Background: an optimization exercise with open tools, aiming at small area. Do not read the settings as production practice.
Only simulation tests tie the RTL to the original design; equivalence was not proved.
Power is estimated from default activity; no workload was simulated.

Setup of job 2880:
// swuart_bt
module swuart_bt (
    input  wire        clk,
    input  wire        rst,             
    input  wire        tick,            
    input  wire        rx_in,           
    input  wire        state_in,        
    input  wire        req_valid,
    input  wire [15:0] req_word,
    output wire        req_ready,       
    output wire [31:0] resp_data,
    output wire        resp_fault,
    output wire [1:0]  resp_code,
    output wire        tx_out,
    output wire        evt_connect,
    output wire        evt_disconnect
);
Size in the first run: about 1,000 cells after synthesis, roughly 360 flip-flops.
==> flow/config.mk <==
export PLATFORM = sky130hd
export DESIGN_NAME = swuart_bt
export DESIGN_NICKNAME = swuart_bt
export VERILOG_FILES = /design/flow/design.v
export SDC_FILE = /design/flow/constraint.sdc
export NUM_CORES = 4
export LEC_CHECK = 0
export CAP_MARGIN = 0
export CORE_MARGIN = 2
export CORE_UTILIZATION = 75
export PLACE_DENSITY = 0.85
export SLEW_MARGIN = 0
==> flow/constraint.sdc <==
create_clock -name core_clock -period 10.0 [get_ports {clk}]
set_input_delay 2.0000 -clock core_clock [delete_from_list [all_inputs] [get_ports {clk}]]
set_output_delay 2.0000 -clock core_clock [all_outputs]
set_load 0.01 [all_outputs]
standard.sh (not shown) runs the stock make flow with config.mk's settings and CLKGATE_MAP_FILE= SYNTH_SCRIPT=/design/flow/synth_recipe.tcl, a recipe that flattens the netlist after the stock synthesis.
==> flow/flow/run.sh <==
#!/bin/bash
# Own layout flow: the standard ORFS flow (standard.sh) with these changes:
#  - synthesis is the standard synthesis script (synth_recipe.tcl, unchanged),
#    except that the ABC call that maps the combinational logic uses the
#    area-oriented script flow/area.abc with a 10 ns delay target instead of
#    ORFS's speed script (registers are mapped before ABC and are unchanged);
#  - the port buffers are sky130_fd_sc_hd__buf_1 (still one per port);
#  - CTS uses clkbuf_8 with larger sink clusters and no dummy loads.
# Each step's full output is in orfs/logs/...; make's own output in flow_make.log.
set -euo pipefail
W=$(pwd)
cat > "$W/flow_synth.tcl" <<EOT
proc abc {args} {
  set i [lsearch \$args -script]
  if {\$i >= 0} { set args [lreplace \$args \$i [expr {\$i+1}] -script $W/flow/area.abc] }
  set j [lsearch \$args -D]
  if {\$j >= 0} { set args [lreplace \$args \$j [expr {\$j+1}] -D 10000] }
  puts "flow_synth.tcl: abc \$args"
  yosys abc {*}\$args
}
source $W/synth_recipe.tcl
EOT
sed "s#SYNTH_SCRIPT=[^ ]*#SYNTH_SCRIPT=$W/flow_synth.tcl#" standard.sh > flow_standard.sh
grep -q "SYNTH_SCRIPT=$W/flow_synth.tcl" flow_standard.sh
bash flow_standard.sh \
  "BUFFER_PORTS_ARGS=-buffer_cell sky130_fd_sc_hd__buf_1" \
  "CTS_ARGS=-sink_clustering_enable -repair_clock_nets -dont_use_dummy_load -buf_list sky130_fd_sc_hd__clkbuf_8 -sink_clustering_size 20 -sink_clustering_max_diameter 50" \
  finish > flow_make.log 2>&1
==> flow/flow/area.abc <==
strash
&get -n
&fraig -x
&put
scorr
dc2
dretime
strash
&get -n
&dch -f
&nf -R 1000
&put
Job 2880 completed; timing, DRC and antenna clean
The following lists how job 9495 was set up differently from job 2880:
diff --git a/flow/flow/run.sh b/flow/flow/run.sh
--- a/flow/flow/run.sh
+++ b/flow/flow/run.sh
@@ -27 +27 @@
-  "CTS_ARGS=-sink_clustering_enable -repair_clock_nets -dont_use_dummy_load -buf_list sky130_fd_sc_hd__clkbuf_8 -sink_clustering_size 20 -sink_clustering_max_diameter 50" \
+  "CTS_ARGS=-sink_clustering_enable -repair_clock_nets -dont_use_dummy_load -buf_list sky130_fd_sc_hd__clkbuf_4 -sink_clustering_size 10 -sink_clustering_max_diameter 40" \
==> flow/flow/area.abc <==
strash
&get -n
&fraig -x
&put
scorr
dc2
dretime
strash
&get -n
&dch -f
&nf -R 1000 -p -F 8 -A 4 -a
&put
diff --git a/flow/config.mk b/flow/config.mk
--- a/flow/config.mk
+++ b/flow/config.mk
@@ -10,2 +10,2 @@
-export CORE_UTILIZATION = 75
-export PLACE_DENSITY = 0.85
+export CORE_UTILIZATION = 70
+export PLACE_DENSITY = 0.8
Results
- Cell count along the critical path: job 9495 higher than job 2880
- Compared with job 2880, job 9495 shows a lower setup slack.
- Higher clock buffer count goes to job 9495 over job 2880.
- Per the comparison of job 9495 with job 2880, overall power consumption up 1.1%, met1 layer wirelength in the final routing down 96 um, layout inverter count without the clock tree up about 8%, flip-flop and latch count flat.
- Area fraction of clock buffers and clock inverters: job 2880 vs job 9495 — no meaningful difference
Inputs modified between job 9495 and job 5252:
diff --git a/flow/flow/run.sh b/flow/flow/run.sh
--- a/flow/flow/run.sh
+++ b/flow/flow/run.sh
@@ -27 +27 @@
-  "CTS_ARGS=-sink_clustering_enable -repair_clock_nets -dont_use_dummy_load -buf_list sky130_fd_sc_hd__clkbuf_4 -sink_clustering_size 10 -sink_clustering_max_diameter 40" \
+  "CTS_ARGS=-sink_clustering_enable -repair_clock_nets -dont_use_dummy_load -buf_list {sky130_fd_sc_hd__clkbuf_4 sky130_fd_sc_hd__clkbuf_8} -sink_clustering_size 16 -sink_clustering_max_diameter 50" \
==> comparison <==
Ratio of final minimum period to clock period ends up lower on job 9495. Comparing via count for job 9495 and job 5252, the smaller number came from job 5252. Worst supply voltage drop on vdd, job 5252 vs job 9495: up by more than 10%.
Setup changes, job 5252 to job 5880
diff --git a/flow/flow/run.sh b/flow/flow/run.sh
--- a/flow/flow/run.sh
+++ b/flow/flow/run.sh
@@ -17,0 +18,3 @@
+  # keep ABC off the weakest wide NOR gates, which cannot drive the read
+  # mux's select lines without extra buffers in the layout
+  lappend args -dont_use sky130_fd_sc_hd__nor4_1 -dont_use sky130_fd_sc_hd__nor3_1
@@ -27 +30 @@
-  "CTS_ARGS=-sink_clustering_enable -repair_clock_nets -dont_use_dummy_load -buf_list {sky130_fd_sc_hd__clkbuf_4 sky130_fd_sc_hd__clkbuf_8} -sink_clustering_size 16 -sink_clustering_max_diameter 50" \
+  "CTS_ARGS=-sink_clustering_enable -repair_clock_nets -dont_use_dummy_load -buf_list sky130_fd_sc_hd__clkbuf_8 -sink_clustering_size 20 -sink_clustering_max_diameter 50" \
- Any difference in proportion of cell area spent on the clock network between job 5880 and job 5252 is small enough to ignore.
- In the metrics for job 5880 and job 5252, the one carrying the higher clock transition at the registers of the reported paths is job 5880.
- Looking at slowest stage cell on the critical path, the sky130_fd_sc_hd__and2_0 result is from job 5252; the sky130_fd_sc_hd__nor2_1 one comes from job 5880.
- [job 5880 vs job 5252] final cycle utilization of the critical path: higher in job 5880
Input changes introduced in job 7701 (baseline for comparison: job 5880):
diff --git a/flow/flow/run.sh b/flow/flow/run.sh
--- a/flow/flow/run.sh
+++ b/flow/flow/run.sh
@@ -18,3 +17,0 @@
-  # keep ABC off the weakest wide NOR gates, which cannot drive the read
-  # mux's select lines without extra buffers in the layout
-  lappend args -dont_use sky130_fd_sc_hd__nor4_1 -dont_use sky130_fd_sc_hd__nor3_1
Findings:
- Job 7701 vs. job 5880: iteration-0 DRC count of the detailed router went down by 12.
- Power delta (job 7701 − job 5880): unfavourable
- Sequential group share of total power on job 7701 is up relative to job 5880.
diff inputs: job 7701 => job 7078
==> flow/flow/area.abc <==
strash
&get -n
&fraig -x
&put
scorr
dc2
dretime
strash
&get -n
&dch -f
&nf -R 1000
&put
--- outcome ---
Job 7078 ends up with higher multi-input gate count than job 7701 does. Status: cell area parity (job 7078, job 7701). [diff] total detailed-routing wirelength, job 7078 relative to job 7701: regression. Combinational power share delta for job 7078 relative to job 7701: 0.2 points lower. [job 7078] portion of total power attributed to sequential cells fell 0.6 points relative to job 7701. Compared with job 7701, job 7078 shows a higher clock skew. When job 7078 is measured against job 7701, its sequential portion of the cell area turns out 0.17 points lower. The worst-path cell with the longest stage delay comes out sky130_fd_sc_hd__and2_0 in one run and sky130_fd_sc_hd__nor2_1 in the other, namely in job 7701 and job 7078 respectively.

## afterwards: timing with drivers on the ports
The flow's constraints put no driver on any port. The routed layouts listed below were extracted and timed again, unchanged, in two steps. Step 1 (the two cells are an assumption about what drives the block):
set clk [get_ports {clk}]
set_driving_cell -lib_cell sky130_fd_sc_hd__clkbuf_16 $clk
set_driving_cell -lib_cell sky130_fd_sc_hd__buf_2 [delete_from_list [all_inputs] $clk]
Step 2 also shifts input and output timing later by t, the mid clock arrival at the registers, as if the neighbouring blocks saw the same clock. a / b / c = ideal ports / drivers / drivers and shift; a / b = the first two.
run | t, ns | setup WS [ns] | worst register clock-pin slew, ns
job 2880 | 0.591 | 2.364 / 2.381 / 1.790 | 0.12 / 0.12
job 9495 | 0.665 | 1.832 / 1.851 / 1.186 | 0.11 / 0.11
job 5252 | 0.599 | 1.779 / 1.799 / 1.201 | 0.10 / 0.10
job 5880 | 0.589 | 1.759 / 1.779 / 1.190 | 0.11 / 0.11
job 7701 | 0.601 | 1.764 / 1.785 / 1.184 | 0.11 / 0.11
job 7078 | 0.601 | 1.912 / 1.935 / 1.334 | 0.12 / 0.12
After both steps setup and hold are still met in every run listed. For job 9495, which loses most, drivers alone change the setup slack by +0.019 ns; drivers and shift together by -0.646 ns.
